This design comes from an exercise in tuning for small area and few clock cycles on the open sky130 flow, not from production work.
Function was checked by simulation only, so behaviour that the tests miss may differ from the original.
Power and IR drop assume default switching activity.

[flow/run.sh]
#!/bin/bash
# synth_recipe.tcl (not shown) runs the flow's synth.tcl, then flattens the netlist and writes it again
# the make line also repeats each setting of config.mk as NAME=value (left out here)
make -C /OpenROAD-flow-scripts/flow DESIGN_CONFIG=/design/flow/config.mk WORK_HOME=/design/flow/orfs CLKGATE_MAP_FILE= SYNTH_SCRIPT=/design/flow/synth_recipe.tcl finish
[flow/config.mk]
export PLATFORM = sky130hd
export DESIGN_NAME = arq_engine
export DESIGN_NICKNAME = arq_engine
export VERILOG_FILES = /design/flow/design.v
export SDC_FILE = /design/flow/constraint.sdc
export NUM_CORES = 4
export LEC_CHECK = 0
export CAP_MARGIN = 20
export CORE_MARGIN = 2
export CORE_UTILIZATION = 40
export PLACE_DENSITY = 0.6
export SLEW_MARGIN = 20
export SYNTH_MEMORY_MAX_BITS = 16384
[flow/constraint.sdc]
create_clock -name core_clock -period 10.0 [get_ports {clk}]
set_input_delay 2.0000 -clock core_clock [delete_from_list [all_inputs] [get_ports {clk}]]
set_output_delay 2.0000 -clock core_clock [all_outputs]
set_load 0.01 [all_outputs]
[flow/design.v]
module arq_sender #(
    parameter MAX_CHUNK     = 512,
    parameter TIMEOUT_TICKS = 15,
    parameter CNT_W         = 32,
    parameter NI            = 16,
    parameter NT            = 8,
    parameter [NT*9-1:0] TAPS = 0
) (
    input  wire             clk,
    input  wire             rst,
    input  wire             src_valid,
    output wire             src_ready,
    input  wire [7:0]       src_data,
    input  wire             src_last,
    input  wire             src_empty,
    output wire             txd_valid,
    output wire [7:0]       txd_data,
    output wire             txd_last,
    input  wire             rxa_valid,
    output wire             rxa_ready,
    input  wire [7:0]       rxa_data,
    input  wire             rxa_last,
    input  wire             rxa_empty,
    input  wire             tick,
    output wire [1:0]       s_state,
    output wire             s_seq,
    output wire             s_done,
    output wire             s_aborted,
    output wire [CNT_W-1:0] s_total_sent
);
    localparam SW = $clog2(NI);
    localparam SB = 9 - SW;              
    localparam [2:0] P_READ = 3'd0;    
    localparam [2:0] P_TX   = 3'd1;    
    localparam [2:0] P_WAIT = 3'd2;    
    localparam [2:0] P_ACK  = 3'd3;    
    localparam [2:0] P_DONE = 3'd4;
    reg [2:0]       phase;
    reg             seq;
    reg [9:0]       len;           
    reg [1:0]       hdr;           
    reg [7:0]       sum;           
    reg [8:0]       p0;            
    reg [2:0]       tsel;          
    reg [CNT_W-1:0] cnt;
    reg [3:0]       timer;
    reg             ack_match;
    wire [8:0] wpos   = p0 - len[8:0] + 9'd1;
    wire       wok    = (len == 10'd0) || (wpos[SB-1:0] == {SB{1'b0}});
    wire       src_fire = src_valid && src_ready;
    wire       rxa_fire = rxa_valid && rxa_ready;
    wire       we     = src_fire && !src_empty;
    wire [8:0] p2 = p0 + 9'd2;
    reg        hit;
    reg  [2:0] hidx;
    integer k;
    always @* begin
        hit  = 1'b0;
        hidx = 3'd0;
        for (k = 0; k < NT; k = k + 1)
            if (p2 == TAPS[9*k +: 9]) begin
                hit  = 1'b1;
                hidx = k;
            end
    end
    wire       eof_frame = (len == 10'd0);
    wire       tx_go     = (phase == P_TX) && (hdr != 2'd0 || hit || eof_frame);
    wire       tx_end    = (phase == P_TX) && (eof_frame ? hdr == 2'd1 : hdr == 2'd2 && wpos == TAPS[9*tsel +: 9]);
    wire       cnt_max   = &cnt;
    wire       rxa_match = !rxa_empty && (rxa_data == {7'd0, seq});
    wire [7:0] ring_q;
    arq_ring #(.N(MAX_CHUNK), .NI(NI), .NT(NT), .SW(SW), .TW(3), .TAPS(TAPS)) u_ring (
        .clk  (clk),
        .din  (src_data),
        .we   (we),
        .wsel (len == 10'd0 ? {SW{1'b0}} : wpos[8:SB]),
        .tsel (tsel),
        .dout (ring_q)
    );
    assign src_ready = (phase == P_READ) && wok;
    assign rxa_ready = (phase == P_WAIT) || (phase == P_ACK);
    assign txd_valid = tx_go;
    assign txd_data  = (hdr == 2'd0) ? {7'd0, seq} : (hdr == 2'd1) ? sum : ring_q;
    assign txd_last  = tx_end;
    assign s_state      = (phase == P_DONE) ? 2'd2 : (phase == P_READ) ? 2'd0 : 2'd1;
    assign s_seq        = seq;
    assign s_done       = (phase == P_DONE);
    assign s_aborted    = 1'b0;
    assign s_total_sent = cnt;
    always @(posedge clk) begin
        if (rst) begin
            phase     <= P_READ;
            seq       <= 1'b0;
            len       <= 10'd0;
            hdr       <= 2'd0;
            sum       <= 8'd0;
            p0        <= 9'd0;
            tsel      <= 3'd0;
            cnt       <= {CNT_W{1'b0}};
            timer     <= 4'd0;
            ack_match <= 1'b0;
        end else begin
            p0 <= (we && len == 10'd0) ? 9'd0 : p0 + 9'd1;
            case (phase)
            P_READ: if (src_fire) begin
                if (!src_empty) begin
                    len <= len + 10'd1;
                    sum <= sum + src_data;
                end
                if (src_last)
                    phase <= P_TX;
            end
            P_TX: if (tx_go) begin
                if (hdr == 2'd0)
                    tsel <= hidx;
                if (tx_end) begin
                    hdr   <= 2'd0;
                    timer <= TIMEOUT_TICKS;
                    if (!cnt_max)
                        cnt <= cnt + 1'b1;
                    phase <= P_WAIT;
                end else if (hdr != 2'd2) begin
                    hdr <= hdr + 2'd1;
                end
            end
            P_WAIT: begin
                if (rxa_fire) begin
                    if (rxa_last) begin
                        if (rxa_match) begin
                            seq   <= ~seq;
                            len   <= 10'd0;
                            sum   <= 8'd0;
                            phase <= eof_frame ? P_DONE : P_READ;
                        end else begin
                            phase <= P_TX;           
                        end
                    end else begin
                        ack_match <= rxa_match;
                        phase     <= P_ACK;
                    end
                end else if (timer == 4'd0) begin
                    phase <= P_TX;                   
                end else if (tick) begin
                    timer <= timer - 4'd1;
                end
            end
            P_ACK: if (rxa_fire && rxa_last) begin
                if (ack_match) begin
                    seq   <= ~seq;
                    len   <= 10'd0;
                    sum   <= 8'd0;
                    phase <= eof_frame ? P_DONE : P_READ;
                end else begin
                    phase <= P_TX;
                end
            end
            default: ;                               
            endcase
        end
    end
endmodule
module arq_receiver #(
    parameter MAX_CHUNK = 512,
    parameter NI        = 4,
    parameter NT        = 8,
    parameter [NT*9-1:0] TAPS = 0
) (
    input  wire       clk,
    input  wire       rst,
    input  wire       rxd_valid,
    output wire       rxd_ready,
    input  wire [7:0] rxd_data,
    input  wire       rxd_last,
    input  wire       rxd_empty,
    output wire       txa_valid,
    output wire [7:0] txa_data,
    output wire       snk_valid,
    output wire [7:0] snk_data,
    output wire       snk_last,
    output wire       snk_close,
    output wire       r_state,
    output wire       r_expected,
    output wire       r_closed
);
    localparam SW = $clog2(NI);
    localparam SB = 9 - SW;              
    localparam [1:0] P_RX     = 2'd0;    
    localparam [1:0] P_OUT    = 2'd1;    
    localparam [1:0] P_CLOSED = 2'd2;
    reg [1:0]  phase;
    reg        exp;
    reg [9:0]  len;            
    reg [7:0]  diff;           
    reg        seq_ok;         
    reg [8:0]  p0;             
    reg        strm;           
    reg [2:0]  tsel_q;
    wire       rxd_fire = rxd_valid && rxd_ready;
    wire [9:0] plen     = len - 10'd2;    
    wire [8:0] wpos = p0 - plen[8:0] + 9'd1;
    wire       wok  = (len <= 10'd2) || (wpos[SB-1:0] == {SB{1'b0}}) || (len >= MAX_CHUNK + 2);
    wire       we   = rxd_fire && !rxd_empty && (len >= 10'd2) && (len < MAX_CHUNK + 2);
    reg        hit;
    reg  [2:0] hidx;
    integer k;
    always @* begin
        hit  = 1'b0;
        hidx = 3'd0;
        for (k = 0; k < NT; k = k + 1)
            if (p0 == TAPS[9*k +: 9]) begin
                hit  = 1'b1;
                hidx = k;
            end
    end
    wire corrupt = (len < 10'd2) || (diff != 8'd0);
    wire good    = !corrupt && seq_ok;
    wire is_eof  = good && (len == 10'd2);
    wire out     = (phase == P_OUT);
    wire [2:0] tsel = strm ? tsel_q : hidx;
    wire sv      = out && good && !is_eof && (strm || hit);
    wire s_last  = sv && (wpos == TAPS[9*tsel +: 9]);
    wire ack     = out && (!good || is_eof || s_last);
    wire [7:0] ring_q;
    arq_ring #(.N(MAX_CHUNK), .NI(NI), .NT(NT), .SW(SW), .TW(3), .TAPS(TAPS)) u_ring (
        .clk  (clk),
        .din  (rxd_data),
        .we   (we),
        .wsel (len == 10'd2 ? {SW{1'b0}} : wpos[8:SB]),
        .tsel (tsel),
        .dout (ring_q)
    );
    assign rxd_ready  = (phase == P_RX) && wok;
    assign txa_valid  = ack;
    assign txa_data   = {7'd0, good ? exp : ~exp};
    assign snk_valid  = sv;
    assign snk_data   = ring_q;
    assign snk_last   = s_last;
    assign snk_close  = out && is_eof;
    assign r_state    = (phase == P_CLOSED);
    assign r_expected = exp;
    assign r_closed   = (phase == P_CLOSED);
    always @(posedge clk) begin
        if (rst) begin
            phase  <= P_RX;
            exp    <= 1'b0;
            len    <= 10'd0;
            diff   <= 8'd0;
            seq_ok <= 1'b0;
            p0     <= 9'd0;
            strm   <= 1'b0;
            tsel_q <= 3'd0;
        end else begin
            p0 <= (we && len == 10'd2) ? 9'd0 : p0 + 9'd1;
            case (phase)
            P_RX: if (rxd_fire) begin
                if (!rxd_empty) begin
                    len <= len + 10'd1;
                    if (len == 10'd0)
                        seq_ok <= (rxd_data == {7'd0, exp});
                    else if (len == 10'd1)
                        diff <= rxd_data;
                    else
                        diff <= diff - rxd_data;
                end
                if (rxd_last)
                    phase <= P_OUT;
            end
            P_OUT: begin
                if (sv) begin
                    strm <= 1'b1;
                    if (!strm)
                        tsel_q <= hidx;
                end
                if (ack) begin
                    len    <= 10'd0;
                    diff   <= 8'd0;
                    strm   <= 1'b0;
                    if (good && !is_eof)
                        exp <= ~exp;
                    phase  <= is_eof ? P_CLOSED : P_RX;
                end
            end
            default: ;                               
            endcase
        end
    end
endmodule
module arq_engine (
    input  wire        clk,
    input  wire        rst,
    input  wire        src_valid,
    output wire        src_ready,
    input  wire [7:0]  src_data,
    input  wire        src_last,
    input  wire        src_empty,
    output wire        txd_valid,
    output wire [7:0]  txd_data,
    output wire        txd_last,
    input  wire        rxa_valid,
    output wire        rxa_ready,
    input  wire [7:0]  rxa_data,
    input  wire        rxa_last,
    input  wire        rxa_empty,
    input  wire        tick,
    output wire [1:0]  s_state,
    output wire        s_seq,
    output wire        s_done,
    output wire        s_aborted,
    output wire [31:0] s_total_sent,
    input  wire        rxd_valid,
    output wire        rxd_ready,
    input  wire [7:0]  rxd_data,
    input  wire        rxd_last,
    input  wire        rxd_empty,
    output wire        txa_valid,
    output wire [7:0]  txa_data,
    output wire        snk_valid,
    output wire [7:0]  snk_data,
    output wire        snk_last,
    output wire        snk_close,
    output wire        r_state,
    output wire        r_expected,
    output wire        r_closed
);
    localparam MAX_CHUNK     = 512;
    localparam TIMEOUT_TICKS = 15;
    localparam [8*9-1:0] S_TAPS = {9'd426, 9'd341, 9'd256, 9'd171, 9'd86, 9'd21, 9'd10, 9'd1};
    localparam [6*9-1:0] R_TAPS = {9'd425, 9'd340, 9'd255, 9'd170, 9'd85, 9'd511};
    arq_sender #(
        .MAX_CHUNK     (MAX_CHUNK),
        .TIMEOUT_TICKS (TIMEOUT_TICKS),
        .CNT_W         (32),
        .NT            (8),
        .TAPS          (S_TAPS)
    ) u_sender (
        .clk          (clk),
        .rst          (rst),
        .src_valid    (src_valid),
        .src_ready    (src_ready),
        .src_data     (src_data),
        .src_last     (src_last),
        .src_empty    (src_empty),
        .txd_valid    (txd_valid),
        .txd_data     (txd_data),
        .txd_last     (txd_last),
        .rxa_valid    (rxa_valid),
        .rxa_ready    (rxa_ready),
        .rxa_data     (rxa_data),
        .rxa_last     (rxa_last),
        .rxa_empty    (rxa_empty),
        .tick         (tick),
        .s_state      (s_state),
        .s_seq        (s_seq),
        .s_done       (s_done),
        .s_aborted    (s_aborted),
        .s_total_sent (s_total_sent)
    );
    arq_receiver #(
        .MAX_CHUNK (MAX_CHUNK),
        .NT        (6),
        .TAPS      (R_TAPS)
    ) u_receiver (
        .clk        (clk),
        .rst        (rst),
        .rxd_valid  (rxd_valid),
        .rxd_ready  (rxd_ready),
        .rxd_data   (rxd_data),
        .rxd_last   (rxd_last),
        .rxd_empty  (rxd_empty),
        .txa_valid  (txa_valid),
        .txa_data   (txa_data),
        .snk_valid  (snk_valid),
        .snk_data   (snk_data),
        .snk_last   (snk_last),
        .snk_close  (snk_close),
        .r_state    (r_state),
        .r_expected (r_expected),
        .r_closed   (r_closed)
    );
endmodule
module arq_ring #(
    parameter N    = 512,
    parameter NI   = 4,
    parameter NT   = 8,
    parameter SW   = 2,                  
    parameter TW   = 3,                  
    parameter [NT*9-1:0] TAPS = 0        
) (
    input  wire          clk,
    input  wire [7:0]    din,
    input  wire          we,
    input  wire [SW-1:0] wsel,
    input  wire [TW-1:0] tsel,
    output wire [7:0]    dout
);
    localparam SP = N / NI;
    reg  [8*N-1:0] r;
    wire [8*N-1:0] rot = {r[8*N-9:0], r[8*N-1:8*N-8]};
    wire [8*N-1:0] nxt;
    genvar k;
    generate
        for (k = 0; k < N; k = k + 1) begin : g_byte
            if (k % SP == 0) begin : g_ins
                assign nxt[8*k+7:8*k] = (we && wsel == k / SP) ? din : rot[8*k+7:8*k];
            end else begin : g_sh
                assign nxt[8*k+7:8*k] = rot[8*k+7:8*k];
            end
        end
    endgenerate
    always @(posedge clk)
        r <= nxt;
    wire [7:0] tap [0:NT-1];
    generate
        for (k = 0; k < NT; k = k + 1) begin : g_tap
            assign tap[k] = r[8*TAPS[9*k+8:9*k]+7 -: 8];
        end
    endgenerate
    assign dout = tap[tsel];
endmodule
==> run notes, run 1 <==
Timing:
- Measured against its own limit, the worst slew margin works out to 25.1%.
- Setup total negative slack on the finished layout was measured at 0 ns.
- Setup repair after global routing left no endpoint under its margin.
- Derived from the worst setup path, the maximum achievable clock frequency is 114 MHz.
- The total of endpoints with negative setup slack in the final report is 0.
- The share of the clock period used by the worst path is 87.6%.
- The final-report hold violation count is 0.
- The worst path needs 8.76 ns of the cycle, external delays included.
- Once routing completed, OpenROAD measured the worst setup slack at 1.24 ns.
- The max-slew violation count is 0.
- The clock arrives with 0.0907 ns of skew.
- The measured slew at the worst slew-check pin is 1.11 ns.

Global route:
- Entering global routing, the biggest net connects 49 pins.
- The first global-routing pass estimated 377 mm of wire.
- In the global route stage, overall resource usage came out at 10.8%.
- The sum of overflow across all layers after global routing is 0.
- The initial antenna violation count is 39.
- The global-route met2 utilization is 16.0%.
- The layer flagged by global routing as most heavily used is met2.
- Global routing consumed, on the met1 layer, 15.3% of the routing resources.
- The met3 usage in global routing is 2.34%.
- The via count of the first global-routing pass is 66300.

Place:
- The half-perimeter wire length of the detailed placement result is 140 mm.
- Summing all placed instances gives a cell area of 183000 µm².
- The number of port buffers is 100.
- Timing analysis after detailed placement gives a worst setup slack of 2.15 ns.
- Counting tap cells, the placed design contains a total of 15400 instances.
- The weighted congestion reported at the end of routability-driven placement is 0.810.

Route:
- The count of unresolved DRC violations after routing is 0.
- The number of vias after detailed routing is 64000.
- The count of nets left with antenna violations once routing finished came out at 0.
- The via density per instance is 3.84.
- The routed wirelength normalized by instance count is 14.5 µm.
- The violation count after the first detailed-routing iteration is 2857.
- The first TritonRoute pass finished after 6 iterations.
- The routed wire length is 242 mm.

Layout:
- Across the whole layout, storage elements account for 166000 µm².
- The final instance count without filler cells is 16700.
- Leaving out fill and tap cells, the most frequent cells in the layout are sky130_fd_sc_hd__dfxtp_1 (8300), sky130_fd_sc_hd__clkbuf_16 (724), sky130_fd_sc_hd__mux2_2 (179).
- Cells fill 47.8% of the core in the end.
- After filler insertion, the fill cell instance count of the layout stands at 35400.
- The post-layout instance area is 208000 µm².
- Leaving out fill and tap cells, the most frequent cell in the layout is sky130_fd_sc_hd__dfxtp_1.
- Compared with the post-synthesis result, the final layout area differs by 18.9%.
- The multi-input combinational cells in the finished layout cover a total of 8280 µm².
- The final layout contains 10500 nets.
- The share of cells above drive strength 1 is 12.9%.

Floorplan:
- The core area is 435000 µm².
- The overall die height is 665 µm.
- The boundary pin count is 109.
- The initial utilization of the core area, before any placement, comes to 40.2%.
- The die covers 443000 µm².
- After floorplanning, the core was divided into 242 placement rows.
- The die is 665 µm wide.

Clocking:
- The number of buffers added for setup after CTS is 0.
- The H-tree level count is 6.
- The number of buffers added to fix hold violations after cts is 0.
- The clock-pin slew reported for the worst setup and hold paths after clock tree synthesis is 0.07 ns.
- Counting every sink on the clock net gives 8300.
- Clock latency on the worst-skew pair, taken at its later pin, is 1.05 ns.
- The root buffer cell chosen for the clock tree is sky130_fd_sc_hd__clkbuf_16.
- The maximum number of buffers from clock root to sink is 4.
- Once the clock tree was built, the resizer swapped 0 gates to a different size.
- TritonCTS built the clock tree.
- The number of buffers created by CTS is 720.

Power:
- The worst-case IR drop observed on VDD is 0.204 mV.
- The power density over cell area is 298 nW/µm².
- The leakage dissipation is 82.9 nW.

Synth:
- The synthesized netlist occupies a cell area of 175000 µm².
- The average instance area after synthesis is 18.3 µm².
- Synthesis inferred 8300 register bits.
- The leading register cell type out of synthesis is sky130_fd_sc_hd__dfxtp_1.
- The count of synthesis-stage warnings from yosys is 4.
- Synthesis instantiated 87 different standard cells from the library.
- Of all flip-flops after synthesis, the portion carrying an async set or reset was 0%.
- The synthesized design contains 0 enable-type register cells.
- In the synthesized netlist, the number of instances is 9560.
- The share of synthesized area occupied by flip-flops and latches is 94.9%.

Critical path:
- Data on the critical path arrives at its endpoint at 6.76 ns.
- The type of the setup path with the least slack is flop to primary output.
- The worst setup path is launched from a flop.
- The worst setup path is captured at a primary output.
- The startpoint of the worst-slack reg-to-reg timing path is u_receiver.len[1].
- The required time reported for the critical path endpoint is 8.00 ns.
- The worst register-to-register path ends at u_receiver.strm.
- The number of cells on the worst reg-to-reg path is 13.
- The setup check on the worst reg-to-reg path leaves a slack of 4.59 ns.
- Of all nets on the critical path, the largest fanout is 9.

Hold path:
- The worst-case hold path end point is u_receiver.u_ring.r[2460].
- Along the worst hold path, the cell count comes to 0.
- The tightest min-delay check is of the flop to flop type.
- The source of the worst hold timing path is u_receiver.u_ring.r[2452].

Job:
- The tool flagged a number of max-cap violations equal to 0.

Status:
- The flow ran to the end and the layout has no timing, DRC or antenna violations.
final cells by class:
class,count,share of cell area [%]
antenna,15,0.0180
clock buffer,1034,10.0
clock inverter,273,1.95
inverter,74,0.133
multi-input combinational,1113,3.98
sequential,8300,79.8
tap,5734,3.45
timing repair buffer,133,0.602
cell families after synthesis:
family	synth area share (%)
flip-flops	94.9
multiplexers	1.21
AND/OR/NAND/NOR	1.45
other	0.00214
buffers and inverters	0.368
XOR/XNOR	0.358
adder cells (fa/ha/maj)	0.546
AO/OA/AOI/OAI	1.13
critical path, stage by stage (launching register included):
cell                              delay, ns
sky130_fd_sc_hd__dfxtp_1               0.52
sky130_fd_sc_hd__inv_1                 0.25
sky130_fd_sc_hd__ha_1                  0.33
sky130_fd_sc_hd__ha_1                  0.23
sky130_fd_sc_hd__fa_1                  0.48
sky130_fd_sc_hd__a211o_1               0.34
sky130_fd_sc_hd__a2111oi_0             0.35
sky130_fd_sc_hd__nand3b_1              0.47
sky130_fd_sc_hd__nand2_1               0.19
sky130_fd_sc_hd__o221a_2               0.17
sky130_fd_sc_hd__a2111oi_0             0.66
sky130_fd_sc_hd__nand3_1               0.47
sky130_fd_sc_hd__a21oi_2               0.56
sky130_fd_sc_hd__clkdlybuf4s50_1       0.69
routing by layer:
metal  share of wire (%)  vias up
met2                  42     1123
met3                 4.4      531
met5                   0        -
li1                    -    31900
met4                 4.0        0
met1                  50    30400
sequential cells by signal, summed over array words and instances, names as in the netlist, 4 cells and up:
name,cells
u_sender.sum,8
u_receiver.u_ring.r,4096
u_sender.timer,4
u_sender.cnt,32
u_receiver.len,10
u_sender.p0,9
u_receiver.p0,9
u_sender.u_ring.r,4096
u_sender.len,10
u_receiver.diff,8
worst max-delay path by stage:
stage	start	end	slack, ns	depth (start not counted)
2_1_floorplan	u_receiver.len[1]	txa_valid	4.44	12
3_3_place_gp	u_receiver.len[1]	txa_valid	2.05	13
3_5_place_dp	u_receiver.len[1]	txa_valid	2.15	13
4_1_cts	u_receiver.len[1]	txa_valid	0.98	13
5_1_grt	u_receiver.len[1]	txa_valid	0.81	13
6_report	u_receiver.len[1]	txa_valid	1.24	13
cell usage after synthesis, drive strengths merged (5+ instances only):
library cell	number	share of area, %
a2111oi	8	0.051
a211oi	14	0.060
a21o	10	0.043
a21oi	59	0.17
a221oi	27	0.14
a222oi	5	0.029
a22oi	24	0.10
a311oi	7	0.039
a31oi	9	0.032
and2	17	0.061
and3	15	0.056
and4	7	0.035
buf	22	0.085
clkbuf	58	0.12
dfxtp	8300	95
ha	70	0.50
inv	73	0.16
mux2	179	1.2
mux2i	11	0.063
nand2	90	0.19
nand2b	15	0.054
nand3	47	0.13
nand3b	7	0.030
nand4	23	0.082
nor2	150	0.32
nor2b	23	0.082
nor3	34	0.11
nor4	20	0.080
o211ai	7	0.030
o21a	5	0.021
o21ai	44	0.13
o31ai	9	0.039
or2	7	0.025
or3	17	0.061
or4	13	0.058
xnor2	43	0.22
xor2	26	0.13
power by group:
part	internal (mW)	switching (mW)	leakage [nW]	total (mW)
Sequential	33.3	0.113	66.9	33.4
Combinational	0.233	0.446	3.87	0.679
Clock	16.2	11.7	12.2	27.9
Total	49.8	12.2	82.9	62.0
per-stage QoR:
step                      total power [mW]  hold WS [ns]
final                                 62.0         0.255
after global routing                  64.2         0.261
after floorplan                       34.5         0.310
after global placement                34.9         0.310
after CTS                             62.8         0.252
after detailed placement              34.9         0.312
Testbench counts, summed over its fixed seeds: cycles 234,515.
==> run 2: changes to the inputs <==
--- a/flow/design.v
+++ b/flow/design.v
@@ -45,12 +45,12 @@
     reg [CNT_W-1:0] cnt;
     reg [3:0]       timer;
     reg             ack_match;
-    wire [8:0] wpos   = p0 - len[8:0] + 9'd1;
-    wire       wok    = (len == 10'd0) || (wpos[SB-1:0] == {SB{1'b0}});
-    wire       src_fire = src_valid && src_ready;
-    wire       rxa_fire = rxa_valid && rxa_ready;
-    wire       we     = src_fire && !src_empty;
-    wire [8:0] p2 = p0 + 9'd2;
+    wire       eof_frame = (len == 10'd0);
+    wire       src_fire  = src_valid && src_ready;
+    wire       rxa_fire  = rxa_valid && rxa_ready;
+    wire       we        = src_fire && !src_empty;
+    wire [8:0] wpos = p0 - len[8:0] + 9'd1;
+    wire       wok  = eof_frame || (wpos[SB-1:0] == {SB{1'b0}});
     reg        hit;
     reg  [2:0] hidx;
     integer k;
@@ -58,12 +58,11 @@
         hit  = 1'b0;
         hidx = 3'd0;
         for (k = 0; k < NT; k = k + 1)
-            if (p2 == TAPS[9*k +: 9]) begin
+            if (p0 == TAPS[9*k +: 9] - 9'd2) begin
                 hit  = 1'b1;
                 hidx = k;
             end
     end
-    wire       eof_frame = (len == 10'd0);
     wire       tx_go     = (phase == P_TX) && (hdr != 2'd0 || hit || eof_frame);
     wire       tx_end    = (phase == P_TX) && (eof_frame ? hdr == 2'd1 : hdr == 2'd2 && wpos == TAPS[9*tsel +: 9]);
     wire       cnt_max   = &cnt;
@@ -73,7 +72,7 @@
         .clk  (clk),
         .din  (src_data),
         .we   (we),
-        .wsel (len == 10'd0 ? {SW{1'b0}} : wpos[8:SB]),
+        .wsel (eof_frame ? {SW{1'b0}} : wpos[8:SB]),
         .tsel (tsel),
         .dout (ring_q)
     );
@@ -88,19 +87,25 @@
     assign s_aborted    = 1'b0;
     assign s_total_sent = cnt;
     always @(posedge clk) begin
+        p0 <= (we && eof_frame) ? 9'd0 : p0 + 9'd1;
+        if (tx_go && hdr == 2'd0)
+            tsel <= hidx;
+        if (tx_end)
+            timer <= TIMEOUT_TICKS;
+        else if (tick && timer != 4'd0)
+            timer <= timer - 4'd1;
+        if (rxa_fire && phase == P_WAIT)
+            ack_match <= rxa_match;
+    end
+    always @(posedge clk) begin
         if (rst) begin
-            phase     <= P_READ;
-            seq       <= 1'b0;
-            len       <= 10'd0;
-            hdr       <= 2'd0;
-            sum       <= 8'd0;
-            p0        <= 9'd0;
-            tsel      <= 3'd0;
-            cnt       <= {CNT_W{1'b0}};
-            timer     <= 4'd0;
-            ack_match <= 1'b0;
+            phase <= P_READ;
+            seq   <= 1'b0;
+            len   <= 10'd0;
+            hdr   <= 2'd0;
+            sum   <= 8'd0;
+            cnt   <= {CNT_W{1'b0}};
         end else begin
-            p0 <= (we && len == 10'd0) ? 9'd0 : p0 + 9'd1;
             case (phase)
             P_READ: if (src_fire) begin
                 if (!src_empty) begin
@@ -111,11 +116,8 @@
                     phase <= P_TX;
             end
             P_TX: if (tx_go) begin
-                if (hdr == 2'd0)
-                    tsel <= hidx;
                 if (tx_end) begin
                     hdr   <= 2'd0;
-                    timer <= TIMEOUT_TICKS;
                     if (!cnt_max)
                         cnt <= cnt + 1'b1;
                     phase <= P_WAIT;
@@ -135,13 +137,10 @@
                             phase <= P_TX;           
                         end
                     end else begin
-                        ack_match <= rxa_match;
-                        phase     <= P_ACK;
+                        phase <= P_ACK;
                     end
                 end else if (timer == 4'd0) begin
                     phase <= P_TX;                   
-                end else if (tick) begin
-                    timer <= timer - 4'd1;
                 end
             end
             P_ACK: if (rxa_fire && rxa_last) begin
@@ -182,8 +181,8 @@
     output wire       r_expected,
     output wire       r_closed
 );
-    localparam SW = $clog2(NI);
-    localparam SB = 9 - SW;              
+    localparam SW = (NI > 1) ? $clog2(NI) : 1;
+    localparam SB = (NI > 1) ? 9 - $clog2(NI) : 9;    
     localparam [1:0] P_RX     = 2'd0;    
     localparam [1:0] P_OUT    = 2'd1;    
     localparam [1:0] P_CLOSED = 2'd2;
@@ -225,7 +224,7 @@
         .clk  (clk),
         .din  (rxd_data),
         .we   (we),
-        .wsel (len == 10'd2 ? {SW{1'b0}} : wpos[8:SB]),
+        .wsel (len == 10'd2 ? {SW{1'b0}} : wpos[8:9-SW]),
         .tsel (tsel),
         .dout (ring_q)
     );
@@ -240,44 +239,41 @@
     assign r_expected = exp;
     assign r_closed   = (phase == P_CLOSED);
     always @(posedge clk) begin
+        p0 <= (we && len == 10'd2) ? 9'd0 : p0 + 9'd1;
+        if (sv && !strm)
+            tsel_q <= hidx;
+        if (rxd_fire && !rxd_empty) begin
+            if (len == 10'd0)
+                seq_ok <= (rxd_data == {7'd0, exp});
+            else if (len == 10'd1)
+                diff <= rxd_data;
+            else
+                diff <= diff - rxd_data;
+        end
+    end
+    always @(posedge clk) begin
         if (rst) begin
-            phase  <= P_RX;
-            exp    <= 1'b0;
-            len    <= 10'd0;
-            diff   <= 8'd0;
-            seq_ok <= 1'b0;
-            p0     <= 9'd0;
-            strm   <= 1'b0;
-            tsel_q <= 3'd0;
+            phase <= P_RX;
+            exp   <= 1'b0;
+            len   <= 10'd0;
+            strm  <= 1'b0;
         end else begin
-            p0 <= (we && len == 10'd2) ? 9'd0 : p0 + 9'd1;
             case (phase)
             P_RX: if (rxd_fire) begin
-                if (!rxd_empty) begin
+                if (!rxd_empty)
                     len <= len + 10'd1;
-                    if (len == 10'd0)
-                        seq_ok <= (rxd_data == {7'd0, exp});
-                    else if (len == 10'd1)
-                        diff <= rxd_data;
-                    else
-                        diff <= diff - rxd_data;
-                end
                 if (rxd_last)
                     phase <= P_OUT;
             end
             P_OUT: begin
-                if (sv) begin
+                if (sv)
                     strm <= 1'b1;
-                    if (!strm)
-                        tsel_q <= hidx;
-                end
                 if (ack) begin
-                    len    <= 10'd0;
-                    diff   <= 8'd0;
-                    strm   <= 1'b0;
+                    len  <= 10'd0;
+                    strm <= 1'b0;
                     if (good && !is_eof)
                         exp <= ~exp;
-                    phase  <= is_eof ? P_CLOSED : P_RX;
+                    phase <= is_eof ? P_CLOSED : P_RX;
                 end
             end
             default: ;                               
@@ -330,6 +326,7 @@
         .MAX_CHUNK     (MAX_CHUNK),
         .TIMEOUT_TICKS (TIMEOUT_TICKS),
         .CNT_W         (32),
+        .NI            (16),
         .NT            (8),
         .TAPS          (S_TAPS)
     ) u_sender (
@@ -357,6 +354,7 @@
     );
     arq_receiver #(
         .MAX_CHUNK (MAX_CHUNK),
+        .NI        (4),
         .NT        (6),
         .TAPS      (R_TAPS)
     ) u_receiver (
--- a/flow/config.mk
+++ b/flow/config.mk
@@ -7,7 +7,9 @@
 export LEC_CHECK = 0
 export CAP_MARGIN = 20
 export CORE_MARGIN = 2
-export CORE_UTILIZATION = 40
-export PLACE_DENSITY = 0.6
+export CORE_UTILIZATION = 70
+export CTS_CLUSTER_DIAMETER = 70
+export CTS_CLUSTER_SIZE = 26
+export PLACE_DENSITY = 0.78
 export SLEW_MARGIN = 20
 export SYNTH_MEMORY_MAX_BITS = 16384
==> run 2 against run 1 <==
Net effect: count of clock-buffer cells in the layout fell by 647; die area decreased by 43%; wire length up 25%; largest cell class unchanged; highest routed layer is now met5.
==> run notes, run 2 <==
Status:
- The run finished with no timing, DRC or antenna violations.

Synth:
- Among all cell types in the netlist, the one instantiated most often is sky130_fd_sc_hd__dfxtp_1.
- The portion of synthesized cell area occupied by the leading cell type is 94.9%.
- Counting distinct cell types in the post-synthesis netlist gives 83.
- Sequential elements use 95.2% of the synthesized area.
- The average instance area after synthesis is 18.4 µm².
- In the synthesized netlist, the number of instances is 9522.
- For this run, the number of Yosys warnings is 4.
- The share of flip-flops with an asynchronous set or reset is 0%.
- By area the synthesized netlist is led by sky130_fd_sc_hd__dfxtp_1 (95%), sky130_fd_sc_hd__mux2_2 (0.90%), sky130_fd_sc_hd__ha_1 (0.49%).
- The area of the mapped netlist is 175000 µm².
- The biggest area contributor in the post-synthesis netlist is sky130_fd_sc_hd__dfxtp_1.
- The number of synthesized flops with an enable pin is 16.
- The leading register cell type out of synthesis is sky130_fd_sc_hd__dfxtp_1.
- The register bit total from synthesis is 8300.
- After synthesis, the most frequently instantiated cells are sky130_fd_sc_hd__dfxtp_1 (8284), sky130_fd_sc_hd__mux2_2 (140), sky130_fd_sc_hd__nor2_1 (113).

Place:
- The half-perimeter wire length of the detailed placement result is 152 mm.
- The post-detailed-placement cell area is 180000 µm².
- The weighted congestion reported at the end of routability-driven placement is 0.817.
- The count of buffers added on input and output ports is 100.

Layout:
- For this run, the post-layout net count is 10100.
- The library cell used most frequently in the layout, excluding fill and tap cells, is sky130_fd_sc_hd__dfxtp_1.
- From synthesis to final layout, the design area changed by 8.59%.
- The number of filler instances in the final layout is 12100.
- In the layout the commonest cells are sky130_fd_sc_hd__dfxtp_1 (8284), sky130_fd_sc_hd__clkbuf_16 (384), sky130_fd_sc_hd__mux2_2 (140).
- The finished cells cover 190000 µm².
- Of the cells placed in the final design, the portion with a size suffix greater than 1 is 5.87%.
- In the final layout, the registers with the most flip-flops are u_receiver.u_ring.r: 4096 flops, u_sender.u_ring.r: 4096 flops, u_sender.cnt: 32 flops.

Clocking:
- The H-tree generated during clock tree synthesis spans 5 levels.
- The clock-pin slew reported for the worst setup and hold paths after clock tree synthesis is 0.09 ns.
- The tree built by TritonCTS fans out to 8300 sinks.
- The insertion delay of the later-clocked pin in the worst-skew pair is 0.99 ns.
- TritonCTS built the clock tree.
- The number of instances resized during post-cts repair is 0.
- The maximum number of buffers from clock root to sink is 4.
- The cell chosen for the clock root is sky130_fd_sc_hd__clkbuf_16.
- The number of buffers added to fix hold violations after cts is 0.
- The number of buffers created by CTS is 377.
- The number of buffers added for setup after CTS is 0.

Critical path:
- The worst setup slack for register-to-register paths is 5.16 ns.
- The number of buffers and inverters on the critical path is 2.
- The depth of the worst register-to-register path is 14.
- The worst setup path is launched from a flop.
- For the worst setup path, the data arrival time is 5.55 ns.
- STA puts the critical path data required time at 8.00 ns.
- The signal on the critical path passes through ha_1 -> nand2_1 -> nor3_1 -> ha_1 -> inv_1 -> o32ai_1 -> mux2_2 -> nor3_1 -> a21oi_1 -> o22ai_1 -> a21oi_1 -> clkdlybuf4s50_1.
- The biggest cell delay along the critical path is 0.68 ns.
- The worst register-to-register path ends at u_sender.cnt[28].
- The critical path is of the flop to primary output type.
- For this design, the slowest cell found on the critical path is sky130_fd_sc_hd__a21oi_1.
- The startpoint of the worst-slack reg-to-reg timing path is u_sender.p0[1].
- STA classifies the critical path endpoint as a primary output.
- Along the worst path, the maximum fanout reaches 8.
- The kind of cell with the highest combined delay along the critical path is compound AO/OA/AOI/OAI gates.

Global route:
- The first global-routing pass estimated 451 mm of wire.
- Global routing used 24.0% of the available tracks.
- The initial antenna violation count is 47.
- Entering global routing, the biggest net connects 55 pins.
- For this run the aggregate overflow at the end of global routing stands at 0.
- The via count of the first global-routing pass is 69900.

Power:
- The leakage dissipation is 75.5 nW.
- The net switching power is 10.8 mW.
- Across the VDD grid, the largest voltage drop is 0.271 mV.
- Dividing total power by cell area gives a power density of 273 nW/µm².
- The register share of total power is 65.3%.
- The internal power contribution is 40.9 mW.
- The clock share of power is 32.4%.
- The share of total power dissipated in combinational logic is 2.3%.
- The switching part of the total is 20.9%.

Route:
- The routed wire length is 303 mm.
- The violation count after the first detailed-routing iteration is 4337.
- In this run the remaining antenna-violating nets after routing total 0.
- The final route contains 63500 vias.
- In the final routed layout, each cell accounts on average for 22.7 µm.
- The number of detailed-routing iterations run before antenna repair is 5.
- The count of unresolved DRC violations after routing is 0.
- Using the TritonRoute via totals, the vias-per-cell ratio works out to 4.77.

Floorplan:
- The initial standard-cell utilization of the core is 70.4%.
- The region available for standard cell placement spans 248000 µm².
- The initialized floorplan defines 183 standard-cell rows.
- The boundary pin count is 109.
- In this run the horizontal extent of the chip is 504 µm.
- The overall die height is 504 µm.
- The floorplan step defined a die boundary enclosing 254000 µm².

Timing:
- Setup repair after global routing left no endpoint under its margin.
- In this run the tightest slew margin relative to its limit is 28.2%.
- Setup violations remaining at the end of the flow were counted as 0.
- The worst clock skew on the final layout is 0.0952 ns.
- Derived from the worst setup path, the maximum achievable clock frequency is 132 MHz.
- The max-slew violation count is 0.
- The total negative slack is 0 ns.
- The post-layout minimum cycle time is 7.55 ns.
- The share of the clock period used by the worst path is 75.5%.
- The final-report hold violation count is 0.
- The measured slew at the worst slew-check pin is 1.08 ns.

Hold path:
- The worst-case hold path end point is u_sender.u_ring.r[4061].
- The cell depth of the worst min-delay path is 0.
- The path category of the worst min-delay check is flop to flop.
- In this run the most critical hold path is launched from u_sender.u_ring.r[4053].

Job:
- The number of maximum-capacitance constraint violations is 0.
==> run 2: cell count changes in the layout (fill, tap and decap cells not counted), sizes merged, moves of 16 or more <==
cell | previous run | this run
dfxtp | 8300 | 8284
bufinv | 58 | 0
o21ai | 44 | 60
clkinvlp | 22 | 1
clkinv | 167 | 6
clkbuf | 1034 | 387
nor2 | 150 | 113
mux2 | 179 | 161
edfxtp | 0 | 16
==> run 2: logic make-up after synthesis <==
group | Yosys count | synth area share, %
DFF | 8300 | 95.2
and+or+nand+nor | 466 | 1.38
AOI/OAI and AO/OA | 313 | 1.22
muxes | 166 | 1.07
buffers and inverters | 145 | 0.334
adders and majority gates | 73 | 0.540
xor gates and xnor gates | 58 | 0.299
other | 1 | 0.00215
==> run 2: per-stage QoR <==
step	total power, mW	setup slack, ns	cells	util [%]	hold slack (ns)
after floorplan	35.1	5.03	9529	-	0.310
after global routing	53.1	2.02	13300	76.4	0.263
after detailed placement	35.7	3.43	12900	72.4	0.312
after CTS	52.0	2.39	13300	76.4	0.260
final	51.7	2.45	13300	76.4	0.271
after global placement	35.7	3.36	12900	72.4	0.309
==> run 2: worst max path at each step <==
stage                           start     endpoint  slack, ns  cells after the start
detailed placement   u_receiver.p0[4]    txa_valid       3.43                     10
global route         u_receiver.p0[0]  snk_data[7]       2.02                     12
global placement     u_receiver.p0[5]    txa_valid       3.36                     10
finish               u_receiver.p0[0]  snk_data[7]       2.45                     12
CTS                  u_receiver.p0[5]    txa_valid       2.39                     10
floorplan           u_receiver.len[4]     snk_last       5.03                     10
==> run 2: per-layer routing <==
metal	vias to the layer above	track usage (%)	share of wire (%)
met2	1165	41.1	50
met1	31300	33.0	45
met4	4	6.02	2.4
li1	30600	-	-
met5	-	0	0.0092
met3	475	3.01	3.3
==> run 2: final cells by class <==
| type | count | area [µm²] | share of cell area, % |
|---|---|---|---|
| Clock inverter | 24 | 353 | 0.186 |
| Antenna cell | 8 | 20.0 | 0.0105 |
| Clock buffer | 387 | 9630 | 5.07 |
| Tap cell | 3330 | 4170 | 2.20 |
| Sequential cell | 8300 | 166000 | 87.6 |
| Inverter | 74 | 278 | 0.146 |
| Timing Repair Buffer | 117 | 1110 | 0.587 |
| Multi-Input combinational cell | 1084 | 7920 | 4.17 |
==> run 2: power by group through the flow <==
stage / clock, mW / combinational (mW) / sequential (mW)
after global placement: 0 / 1.20 / 34.5
final: 16.8 / 1.21 / 33.8
after detailed placement: 0 / 1.18 / 34.5
after CTS: 17.0 / 1.20 / 33.8
after floorplan: 0 / 0.808 / 34.3
after global routing: 18.0 / 1.32 / 33.8
Testbench counts of run 2, summed over its fixed seeds: cycles 234,515.
==> run 3: changes to the inputs <==
--- a/flow/config.mk
+++ b/flow/config.mk
@@ -8,8 +8,8 @@
 export CAP_MARGIN = 20
 export CORE_MARGIN = 2
 export CORE_UTILIZATION = 70
-export CTS_CLUSTER_DIAMETER = 70
-export CTS_CLUSTER_SIZE = 26
+export CTS_CLUSTER_DIAMETER = 80
+export CTS_CLUSTER_SIZE = 20
 export PLACE_DENSITY = 0.78
 export SLEW_MARGIN = 20
 export SYNTH_MEMORY_MAX_BITS = 16384
==> run 3 against run 2 <==
Net effect: largest power group unchanged; largest cell class unchanged; total power up 3.6%; still clean on timing, DRC and antenna; first-iteration DRC count up 4.5%; sequential power about the same; critical endpoint is now snk_data[4]; combinational power about the same; clock skew up 0.021 ns; setup slack worse by 0.10 ns; count of clock-buffer cells in the layout up 89; sequential share of layout area down 0.98 points; sequential cell count unchanged; utilization up 0.86 points.
==> run notes, run 3 <==
Critical path:
- The data arrival time of the critical path is 5.65 ns.
- The type of the setup path with the least slack is flop to primary output.
- The critical path goes through ha_1 -> nand2_1 -> nor3_1 -> ha_1 -> inv_1 -> o32ai_1 -> mux2i_1 -> buf_4 -> nor2_1 -> a22oi_1 -> o22ai_1 -> o21a_1 -> clkdlybuf4s50_1.
- The launching element type of the critical path is a flop.
- Across all register-to-register paths, the minimum setup slack is 5.15 ns.
- STA puts the critical path data required time at 8.00 ns.
- Broken down by cell family, the worst path's largest delay share belongs to compound AO/OA/AOI/OAI gates.
- The endpoint class of the critical path is a primary output.
- Along the worst path, the maximum fanout reaches 14.
- The worst flop-to-flop path endpoint is u_sender.cnt[28].
- The cell type with the highest occurrence count on the critical path is sky130_fd_sc_hd__ha_1.
- The number of buffers and inverters on the critical path is 3.
- The biggest cell delay along the critical path is 0.68 ns.
- The depth of the worst register-to-register path is 14.
- The startpoint of the worst-slack reg-to-reg timing path is u_sender.p0[1].
- The largest individual stage delay along the critical path comes from the cell sky130_fd_sc_hd__o32ai_1.

Global route:
- The sum of overflow across all layers after global routing is 0.
- The global-route usage over all layers is 25.1%.
- Entering global routing, the biggest net connects 55 pins.
- The first global-routing pass estimated 470 mm of wire.
- The via count of the first global-routing pass is 72100.
- The initial antenna violation count is 50.

Power:
- For this design the ratio of total power to cell area is 279 nW/µm².
- The total power of the final layout is 53.6 mW.
- Internal power comes to 42.3 mW.
- Combinational cells account for 2.3% of the total power.
- The clock share of power is 34.8%.
- Of the total power, the share spent switching nets is 21.0%.
- Of the total power, registers draw 63.0%.
- The net switching power is 11.3 mW.
- The analysis attributes to cell leakage a power of 76.5 nW.
- IR analysis of the VDD net gives a maximum drop of 0.225 mV.

Hold path:
- In this run the most critical hold path is launched from u_receiver.u_ring.r[700].
- The worst hold path was traced through 0 stages.
- The path category of the worst min-delay check is flop to flop.
- For hold timing, the worst endpoint is u_receiver.u_ring.r[708].

Status:
- The flow ran to the end and the layout has no timing, DRC or antenna violations.

Clocking:
- Clock tree synthesis found a total of 8300 sinks.
- CTS placed an instance of sky130_fd_sc_hd__clkbuf_16 at the clock tree root.
- TritonCTS built the clock tree.
- After clock tree synthesis, the clock-pin slew on the worst setup and hold paths is 0.08 ns.
- The H-tree level count is 5.
- Clock latency on the worst-skew pair, taken at its later pin, is 1.03 ns.
- The number of instances resized during post-cts repair is 0.
- Counting along the longest clock path gives a buffer depth of 4.
- Counting the buffers created by CTS gives 468.
- The number of buffers added for setup after CTS is 0.
- For this design, the CTS-stage hold fixing added 0 buffers.

Timing:
- At the pin with the least slew margin, the transition time is 1.12 ns.
- The top achievable clock speed is 131 MHz.
- The max-slew violation count was 0.
- The clock arrives with 0.117 ns of skew.
- Setup repair after global routing left no endpoint under its margin.
- The final critical path takes up 76.5% of the cycle.
- The normalized max-slew margin is 25.1%.
- The total of endpoints with negative setup slack in the final report is 0.
- The post-layout minimum cycle time is 7.65 ns.
- Setup total negative slack on the finished layout was measured at 0 ns.
- The final-report hold violation count is 0.

Floorplan:
- After floorplanning, the core was divided into 183 placement rows.
- The initial standard-cell utilization of the core is 70.4%.
- The die covers 254000 µm².
- The overall die height is 504 µm.
- In this run the standard cell core region covers 248000 µm².
- From left edge to right edge, the die measures 504 µm.
- 109 I/O pins were placed.

Synth:
- The post-synthesis instance total is 9522.
- A synthesized cell averages 18.4 µm².
- The portion of synthesized cell area occupied by the leading cell type is 94.9%.
- Yosys printed 4 warnings.
- The share of synthesized area occupied by flip-flops and latches is 95.2%.
- The leading cell type by number of instances after synthesis is sky130_fd_sc_hd__dfxtp_1.
- The largest total area in the synthesized netlist belongs to sky130_fd_sc_hd__dfxtp_1.
- The register bit total from synthesis is 8300.
- Counting flops with a built-in enable in the synthesized netlist gives 16.
- By area the synthesized netlist is led by sky130_fd_sc_hd__dfxtp_1 (95%), sky130_fd_sc_hd__mux2_2 (0.90%), sky130_fd_sc_hd__ha_1 (0.49%).
- The most used flip-flop cell after synthesis is sky130_fd_sc_hd__dfxtp_1.
- The number of distinct library cells after synthesis is 83.
- By count the netlist is led by sky130_fd_sc_hd__dfxtp_1 (8284), sky130_fd_sc_hd__mux2_2 (140), sky130_fd_sc_hd__nor2_1 (113).
- The area of the mapped netlist is 175000 µm².
- After synthesis, the share of flip-flops with an asynchronous set or reset is 0%.

Layout:
- Cells fill 77.3% of the core in the end.
- For this run, the post-layout net count is 10200.
- The area growth from synthesis to layout is 9.82%.
- The largest registers in the layout are u_receiver.u_ring.r: 4096 flops, u_sender.u_ring.r: 4096 flops, u_sender.cnt: 32 flops.
- In the layout the commonest cells are sky130_fd_sc_hd__dfxtp_1 (8284), sky130_fd_sc_hd__clkbuf_16 (470), sky130_fd_sc_hd__mux2_2 (140).
- The most frequent standard cell in the layout excluding fill and tap cells is sky130_fd_sc_hd__dfxtp_1.
- In the final layout, the share of cells above drive strength 1 is 6.64%.
- Fill cells in the final layout number 11800.

Place:
- The half-perimeter wire length of the detailed placement result is 152 mm.
- At the end of routability-driven placement, the weighted congestion stood at 0.817.
- During placement, the flow inserted port buffers numbering 100.

Route:
- The final route contains 64800 vias.
- The detail route stage leaves a number of antenna-violating nets equal to 0.
- After detailed routing, the met2 layer carries 161 mm of wire.
- After detailed routing, the total wire length is 316 mm.
- The count of unresolved DRC violations after routing is 0.
- For this run, the detailed router's first-pass iteration total came to 6.
- The routed wirelength normalized by instance count is 23.5 µm.
- The routed length on met1 is 136 mm.
- The routed design uses 11.8 mm of met3 wire.
- Dividing the detail-routed via count by the number of cells gives 4.83.
- The top routing layer in use is met5.
- The violation count after the first detailed-routing iteration is 4530.

Job:
- The tool flagged a number of max-cap violations equal to 0.
-- run 3: cell counts after synthesis --
No cell type changed its count.
-- run 3: worst max path at each step --
stage	startpoint	endpoint	cells after the start
final	u_receiver.p0[0]	snk_data[4]	13
after global routing	u_receiver.p0[5]	txa_valid	10
after CTS	u_receiver.p0[5]	txa_valid	10
after detailed placement	u_receiver.p0[4]	txa_valid	10
after global placement	u_receiver.p0[5]	txa_valid	10
after floorplan	u_receiver.len[4]	snk_last	10
-- run 3: power groups by stage --
stage	logic, mW	registers, mW	clock network (mW)
after floorplan	0.808	34.3	0
after global placement	1.20	34.5	0
after detailed placement	1.18	34.5	0
after CTS	1.21	33.8	18.9
after global routing	1.33	33.8	19.9
final	1.21	33.7	18.6
-- run 3: cell families after synthesis --
logic type	synth area share (%)
flip-flops	95.2
AO/OA/AOI/OAI	1.22
AND/OR/NAND/NOR	1.38
multiplexers	1.07
other	0.00215
XOR/XNOR	0.299
adder cells (fa/ha/maj)	0.540
buffers and inverters	0.334
-- run 3: layer usage --
| layer | global-route usage, % | vias up |
|---|---|---|
| met5 | 0 | - |
| met4 | 6.20 | 4 |
| met3 | 3.57 | 524 |
| met2 | 43.8 | 1351 |
| met1 | 33.4 | 32100 |
| li1 | - | 30800 |
-- run 3: cell type report --
class / instances / area [µm²] / area share [%]
Sequential cell: 8300 / 166000 / 86.7
Clock buffer: 476 / 11800 / 6.14
Multi-Input combinational cell: 1084 / 7930 / 4.13
Tap cell: 3330 / 4170 / 2.17
Timing Repair Buffer: 116 / 1110 / 0.576
Clock inverter: 21 / 327 / 0.170
Inverter: 74 / 278 / 0.145
Antenna cell: 10 / 25.0 / 0.0130
-- run 3: worst reg2reg max path, delay by kind of cell, from the launching register on --
kind	cells	cell delay [ns]
buffers and inverters	3	0.36
xor gates and xnor gates	1	0.24
AOI/OAI and AO/OA	5	1.37
and+or+nand+nor	2	1.43
DFF	1	0.40
adders and majority gates	3	0.92
-- run 3: through the flow --
step                      hold WS, ns  setup slack, ns  cells  cell area (µm²)
after floorplan                 0.310             5.03   9529           175000
after global placement          0.309             3.36  12900           180000
after detailed placement        0.312             3.43  12900           180000
after CTS                       0.252             2.36  13400           192000
after global routing            0.261             2.12  13400           192000
final                           0.255             2.35  13400           192000
==> run 4: changes to the inputs <==
--- a/flow/design.v
+++ b/flow/design.v
@@ -97,29 +97,25 @@
         if (rxa_fire && phase == P_WAIT)
             ack_match <= rxa_match;
     end
+    wire ack_ok = rxa_fire && rxa_last && (phase == P_ACK ? ack_match : rxa_match);
+    wire clr    = rst || ack_ok;
+    always @(posedge clk) begin
+        cnt <= rst ? {CNT_W{1'b0}} : cnt + {{(CNT_W-1){1'b0}}, tx_end && !cnt_max};
+        len <= clr ? 10'd0 : len + {9'd0, we};
+        sum <= clr ? 8'd0  : sum + (src_data & {8{we}});
+    end
     always @(posedge clk) begin
         if (rst) begin
             phase <= P_READ;
             seq   <= 1'b0;
-            len   <= 10'd0;
             hdr   <= 2'd0;
-            sum   <= 8'd0;
-            cnt   <= {CNT_W{1'b0}};
         end else begin
             case (phase)
-            P_READ: if (src_fire) begin
-                if (!src_empty) begin
-                    len <= len + 10'd1;
-                    sum <= sum + src_data;
-                end
-                if (src_last)
-                    phase <= P_TX;
-            end
+            P_READ: if (src_fire && src_last)
+                phase <= P_TX;
             P_TX: if (tx_go) begin
                 if (tx_end) begin
                     hdr   <= 2'd0;
-                    if (!cnt_max)
-                        cnt <= cnt + 1'b1;
                     phase <= P_WAIT;
                 end else if (hdr != 2'd2) begin
                     hdr <= hdr + 2'd1;
@@ -130,8 +126,6 @@
                     if (rxa_last) begin
                         if (rxa_match) begin
                             seq   <= ~seq;
-                            len   <= 10'd0;
-                            sum   <= 8'd0;
                             phase <= eof_frame ? P_DONE : P_READ;
                         end else begin
                             phase <= P_TX;           
@@ -146,8 +140,6 @@
             P_ACK: if (rxa_fire && rxa_last) begin
                 if (ack_match) begin
                     seq   <= ~seq;
-                    len   <= 10'd0;
-                    sum   <= 8'd0;
                     phase <= eof_frame ? P_DONE : P_READ;
                 end else begin
                     phase <= P_TX;
@@ -195,6 +187,7 @@
     reg        strm;           
     reg [2:0]  tsel_q;
     wire       rxd_fire = rxd_valid && rxd_ready;
+    wire       take     = rxd_fire && !rxd_empty;
     wire [9:0] plen     = len - 10'd2;    
     wire [8:0] wpos = p0 - plen[8:0] + 9'd1;
     wire       wok  = (len <= 10'd2) || (wpos[SB-1:0] == {SB{1'b0}}) || (len >= MAX_CHUNK + 2);
@@ -242,34 +235,24 @@
         p0 <= (we && len == 10'd2) ? 9'd0 : p0 + 9'd1;
         if (sv && !strm)
             tsel_q <= hidx;
-        if (rxd_fire && !rxd_empty) begin
-            if (len == 10'd0)
-                seq_ok <= (rxd_data == {7'd0, exp});
-            else if (len == 10'd1)
-                diff <= rxd_data;
-            else
-                diff <= diff - rxd_data;
-        end
+        if (rxd_fire && !rxd_empty && len == 10'd0)
+            seq_ok <= (rxd_data == {7'd0, exp});
+        diff <= (take && len == 10'd1) ? rxd_data : diff - (rxd_data & {8{take && len >= 10'd2}});
+        len  <= (rst || ack) ? 10'd0 : len + {9'd0, take};
     end
     always @(posedge clk) begin
         if (rst) begin
             phase <= P_RX;
             exp   <= 1'b0;
-            len   <= 10'd0;
             strm  <= 1'b0;
         end else begin
             case (phase)
-            P_RX: if (rxd_fire) begin
-                if (!rxd_empty)
-                    len <= len + 10'd1;
-                if (rxd_last)
-                    phase <= P_OUT;
-            end
+            P_RX: if (rxd_fire && rxd_last)
+                phase <= P_OUT;
             P_OUT: begin
                 if (sv)
                     strm <= 1'b1;
                 if (ack) begin
-                    len  <= 10'd0;
                     strm <= 1'b0;
                     if (good && !is_eof)
                         exp <= ~exp;
==> flow/flow/run.sh (new file) <==
#!/bin/bash
# The standard layout (standard.sh) with two changes, passed to ORFS through
# its own variables:
#  - clock tree: larger sink clusters and no dummy loads (CTS_ARGS);
#  - port buffers: the smallest buffer cell (BUFFER_PORTS_ARGS).
# Each tool's full output stays in orfs/logs; make's own output goes to
# standard.log in this folder.
set -euo pipefail
export CTS_ARGS="-sink_clustering_enable -repair_clock_nets -sink_clustering_size 26 -sink_clustering_max_diameter 70 -dont_use_dummy_load"
export BUFFER_PORTS_ARGS="-buffer_cell sky130_fd_sc_hd__buf_1"
bash standard.sh > standard.log 2>&1
==> flow/standard.sh (new file) <==
#!/bin/bash
# synth_recipe.tcl (not shown) runs the flow's synth.tcl, then flattens the netlist and writes it again
# the make line also repeats each setting of config.mk as NAME=value (left out here)
make -C /OpenROAD-flow-scripts/flow DESIGN_CONFIG=/design/flow/config.mk WORK_HOME=/design/flow/orfs CLKGATE_MAP_FILE= SYNTH_SCRIPT=/design/flow/synth_recipe.tcl "${@:-finish}"
--- a/flow/config.mk
+++ b/flow/config.mk
@@ -8,8 +8,8 @@
 export CAP_MARGIN = 20
 export CORE_MARGIN = 2
 export CORE_UTILIZATION = 70
-export CTS_CLUSTER_DIAMETER = 80
-export CTS_CLUSTER_SIZE = 20
+export CTS_CLUSTER_DIAMETER = 70
+export CTS_CLUSTER_SIZE = 26
 export PLACE_DENSITY = 0.78
 export SLEW_MARGIN = 20
 export SYNTH_MEMORY_MAX_BITS = 16384
removed: flow/run.sh
==> run 4 against run 3 <==
Net effect: sequential cell count did not move; die area shrank 0.23%; clock power shrank 12%; first-iteration DRC count down 9.2%; cell count is 1.5% lower; combinational power rose by about 20%; design area is 1.9% lower; critical endpoint is now snk_data[2]; largest power group unchanged.
==> run notes, run 4 <==
Timing:
- The worst clock skew on the final layout is 0.123 ns.
- The normalized max-slew margin is 25.0%.
- The top achievable clock speed is 141 MHz.
- Setup violations remaining at the end of the flow were counted as 0.
- The share of the clock period used by the worst path is 70.8%.
- Setup repair after global routing left no endpoint under its margin.
- The measured slew at the worst slew-check pin is 1.12 ns.
- The final-report hold violation count came to 0.
- The max-slew violation count is 0.
- The routed design could run at a clock period as short as 7.08 ns.
- The final setup slack of the worst path is 2.92 ns.
- Adding up every negative setup slack in the final design gives 0 ns.
- Hold timing on the final database bottoms out at a slack of 0.242 ns.

Synth:
- By count the netlist is led by sky130_fd_sc_hd__dfxtp_1 (8292), sky130_fd_sc_hd__mux2_2 (177), sky130_fd_sc_hd__nor2_1 (119).
- Of all flip-flops after synthesis, the portion carrying an async set or reset was 0%.
- By instance count, the leading cell after synthesis is sky130_fd_sc_hd__dfxtp_1.
- After synthesis, the cell types taking the most area are sky130_fd_sc_hd__dfxtp_1 (95%), sky130_fd_sc_hd__mux2_2 (1.1%), sky130_fd_sc_hd__ha_1 (0.50%).
- The average instance area after synthesis is 18.5 µm².
- Synthesis inferred 8300 register bits.
- The share of synthesized area occupied by flip-flops and latches is 95.3%.
- The post-synthesis instance total is 9425.
- For this run, the number of Yosys warnings is 4.
- The number of distinct library cells after synthesis is 84.
- The leading register cell type out of synthesis is sky130_fd_sc_hd__dfxtp_1.
- The synthesized design contains 8 enable-type register cells.
- The library cell occupying the most area in the post-synthesis netlist is sky130_fd_sc_hd__dfxtp_1.
- The mapped netlist covers 174000 µm².
- The top cell type by area accounts for 95.2% of the synthesized area.

Clocking:
- The tree built by TritonCTS fans out to 8300 sinks.
- After clock tree synthesis, the clock-pin slew on the worst setup and hold paths is 0.09 ns.
- Post-CTS timing repair inserted 0 buffers for setup.
- Gates resized during post-CTS repair numbered 0.
- The clock passes through at most 4 buffers.
- In this run the number of H-tree levels came out at 5.
- The root buffer cell chosen for the clock tree is sky130_fd_sc_hd__clkbuf_16.
- TritonCTS built the clock tree.
- At the later pin of the worst-skew pair, clock insertion delay measures 1.02 ns.
- The number of buffers added to fix hold violations after cts is 0.
- Clock tree synthesis inserted a total of 375 buffers.

Hold path:
- Along the worst hold path, the cell count comes to 0.
- In this run the most critical hold path is launched from u_receiver.u_ring.r[2596].
- The path category of the worst min-delay check is flop to flop.
- For hold timing, the worst endpoint is u_receiver.u_ring.r[2604].

Critical path:
- By startpoint and endpoint, the worst setup path is classified as flop to primary output.
- The required time reported for the critical path endpoint is 8.00 ns.
- In this run the worst path has a maximum fanout of 23.
- Among cell families on the critical path, the largest total delay comes from compound AO/OA/AOI/OAI gates.
- The cell type of the slowest stage on the worst timing path is sky130_fd_sc_hd__o211a_1.
- In this run the register-to-register setup slack is 3.87 ns.
- The depth of the worst register-to-register path is 18.
- The data arrival time of the critical path is 5.08 ns.
- The signal on the critical path passes through ha_1 -> and3_1 -> nand3_1 -> nor2_1 -> ha_1 -> nand2b_1 -> a41o_1 -> o211a_1 -> a21oi_1 -> o21ai_0 -> a32oi_1 -> o21ai_0 -> buf_1.
- In this design, the stage delay of the slowest critical-path cell is 0.72 ns.
- The launching element type of the critical path is a flop.
- The endpoint class of the critical path is a primary output.
- The startpoint of the worst setup timing path is u_receiver.p0[0].
- The worst flop-to-flop path endpoint is u_sender.cnt[30].
- The startpoint of the worst-slack reg-to-reg timing path is u_sender.len[2].
- Together, buffers and inverters on the worst path number 1.

Place:
- OpenSTA, run right after detailed placement, puts the worst setup slack at 3.79 ns.
- The number of port buffers is 100.
- The congestion estimate from routability-driven global placement came to 0.823.
- The count of placed standard cells including taps is 12800.
- Summed over all nets, the half-perimeter wirelength after detailed placement is 146 mm.

Floorplan:
- For this design the top-level I/O count stands at 109.
- For this configuration, the core starts out at a cell density of 70.3%.
- Row generation in the floorplan step produced 183 rows.
- The overall die height is 503 µm.
- The horizontal die dimension is 503 µm.
- The core area is 248000 µm².
- The die covers 253000 µm².

Route:
- The number of vias after detailed routing is 62600.
- The post-detailed-route count of antenna-violating nets is 0.
- The routed wire length is 301 mm.
- The violation count after the first detailed-routing iteration is 4114.
- For this run, the detailed router's first-pass iteration total came to 6.
- The via density per instance is 4.74.
- For this run, design rule violations remaining after detail routing come to 0.
- The routed wirelength normalized by instance count is 22.8 µm.

Layout:
- In the final layout, the registers with the most flip-flops are u_receiver.u_ring.r: 4096 flops, u_sender.u_ring.r: 4096 flops, u_sender.cnt: 32 flops.
- The utilization after layout is 75.9%.
- Leaving out fill and tap cells, the most frequent cells in the layout are sky130_fd_sc_hd__dfxtp_1 (8292), sky130_fd_sc_hd__clkbuf_16 (375), sky130_fd_sc_hd__mux2_2 (177).
- The finished layout holds 13200 standard cells, fillers aside.
- The post-route netlist has 6.27% of its cells at a drive strength greater than 1.
- Compared with the post-synthesis result, the final layout area differs by 7.98%.
- After filler insertion, the fill cell instance count of the layout stands at 12200.
- The final net count is 9982.
- The most frequent standard cell in the layout excluding fill and tap cells is sky130_fd_sc_hd__dfxtp_1.

Global route:
- The via count of the first global-routing pass is 70100.
- The initial antenna violation count is 31.
- The first global-routing pass estimated 452 mm of wire.
- The sum of overflow across all layers after global routing is 0.
- The pin count of the biggest net entering global routing is 51.
- The global-route usage over all layers is 24.2%.

Power:
- The leakage dissipation is 74.9 nW.
- The power density over cell area is 274 nW/µm².
- IR analysis of the VDD net gives a maximum drop of 0.279 mV.

Job:
- The number of maximum-capacitance constraint violations is 0.

Status:
- The run finished with no timing, DRC or antenna violations.
run 4: cell count changes after synthesis, sizes merged, moves of 12 or more:
cell and delta:
a22oi -12, o31ai -20, a21oi -20, nand2 -24, clkbuf -17, o22ai -12
mux2 +18, nor2 +14, xor2 +24, or4 -19
run 4: cells by family after synthesis:
family,Yosys count,share of synthesized area [%]
flops,8300,95.3
simple gates,440,1.34
compound gates,209,0.826
mux,182,1.17
buf+inv,127,0.303
xor+xnor,93,0.475
fa+ha+maj,73,0.541
other cells,1,0.00215
run 4: layout make-up:
class	count	area, µm²	share of cell area, %
Multi-Input combinational cell	1005	7650	4.06
Antenna cell	14	35.0	0.0186
Clock buffer	375	9380	4.98
Sequential cell	8300	166000	88.3
Tap cell	3330	4170	2.21
Inverter	68	255	0.136
Timing Repair Buffer	123	558	0.296
run 4: report_power, final:
group          total (mW)  internal, mW  leakage, nW  switching, mW
combinational        1.45         0.514         3.45          0.936
clock                16.3          6.74         4.62           9.57
sequential           33.9          33.6         66.9          0.305
total                51.7          40.9         74.9           10.8
run 4: through the flow:
| step | power (mW) | instance area (µm²) |
|---|---|---|
| after floorplan | 35.5 | 174000 |
| after global placement | 36.0 | 179000 |
| after detailed placement | 36.0 | 179000 |
| after CTS | 52.0 | 188000 |
| after global routing | 53.2 | 188000 |
| final | 51.7 | 188000 |
run 4: how the worst max path moves through the flow:
stage	end	cells after the start
after floorplan	txa_valid	13
after global placement	txa_valid	15
after detailed placement	txd_last	14
after CTS	txd_last	13
after global routing	snk_data[2]	14
final	snk_data[2]	13
run 4: layer usage:
layer / vias to the layer above / GRT usage, % / wire (µm)
met3: 527 / 3.43 / 10500
met4: 0 / 6.48 / 7600
met5: - / 0 / 0
met1: 30800 / 31.7 / 129000
li1: 30100 / - / -
met2: 1166 / 42.5 / 155000
Testbench counts of run 4, summed over its fixed seeds: cycles 234,515.

afterwards: timing with drivers on the ports:
The flow's constraints put no driver on any port. The routed layouts listed below were extracted and timed again, unchanged, in two steps.
Step 1 (the two cells are an assumption about what drives the block):
set clk [get_ports {clk}]
set_driving_cell -lib_cell sky130_fd_sc_hd__clkbuf_16 $clk
set_driving_cell -lib_cell sky130_fd_sc_hd__buf_2 [delete_from_list [all_inputs] $clk]
Step 2 adds t to the input delays and takes it off the output delays; t is the mean of the earliest and latest rising clock arrival at the registers after step 1. Input paths then give back, and output paths get back, about the clock's delay inside the block.
Slacks: ideal / step 1 / step 2; pairs: ideal / step 1.
run | shift t [ns] | slack for setup (ns) | worst setup path at the end | latest minus earliest clock arrival (ns) | worst slew at a driven data input, ns
run 1 | 1.102 | 1.239 / 1.137 / 2.239 | register to output | 0.108 / 0.107 | 0.09
run 2 | 1.038 | 2.447 / 2.351 / 3.389 | register to output | 0.109 / 0.110 | 0.05
run 3 | 1.071 | 2.346 / 2.249 / 3.320 | register to output | 0.130 / 0.129 | 0.05
run 4 | 1.060 | 2.922 / 2.823 / 3.866 | register to register | 0.142 / 0.142 | 0.06
After both steps every run listed still meets setup and hold.
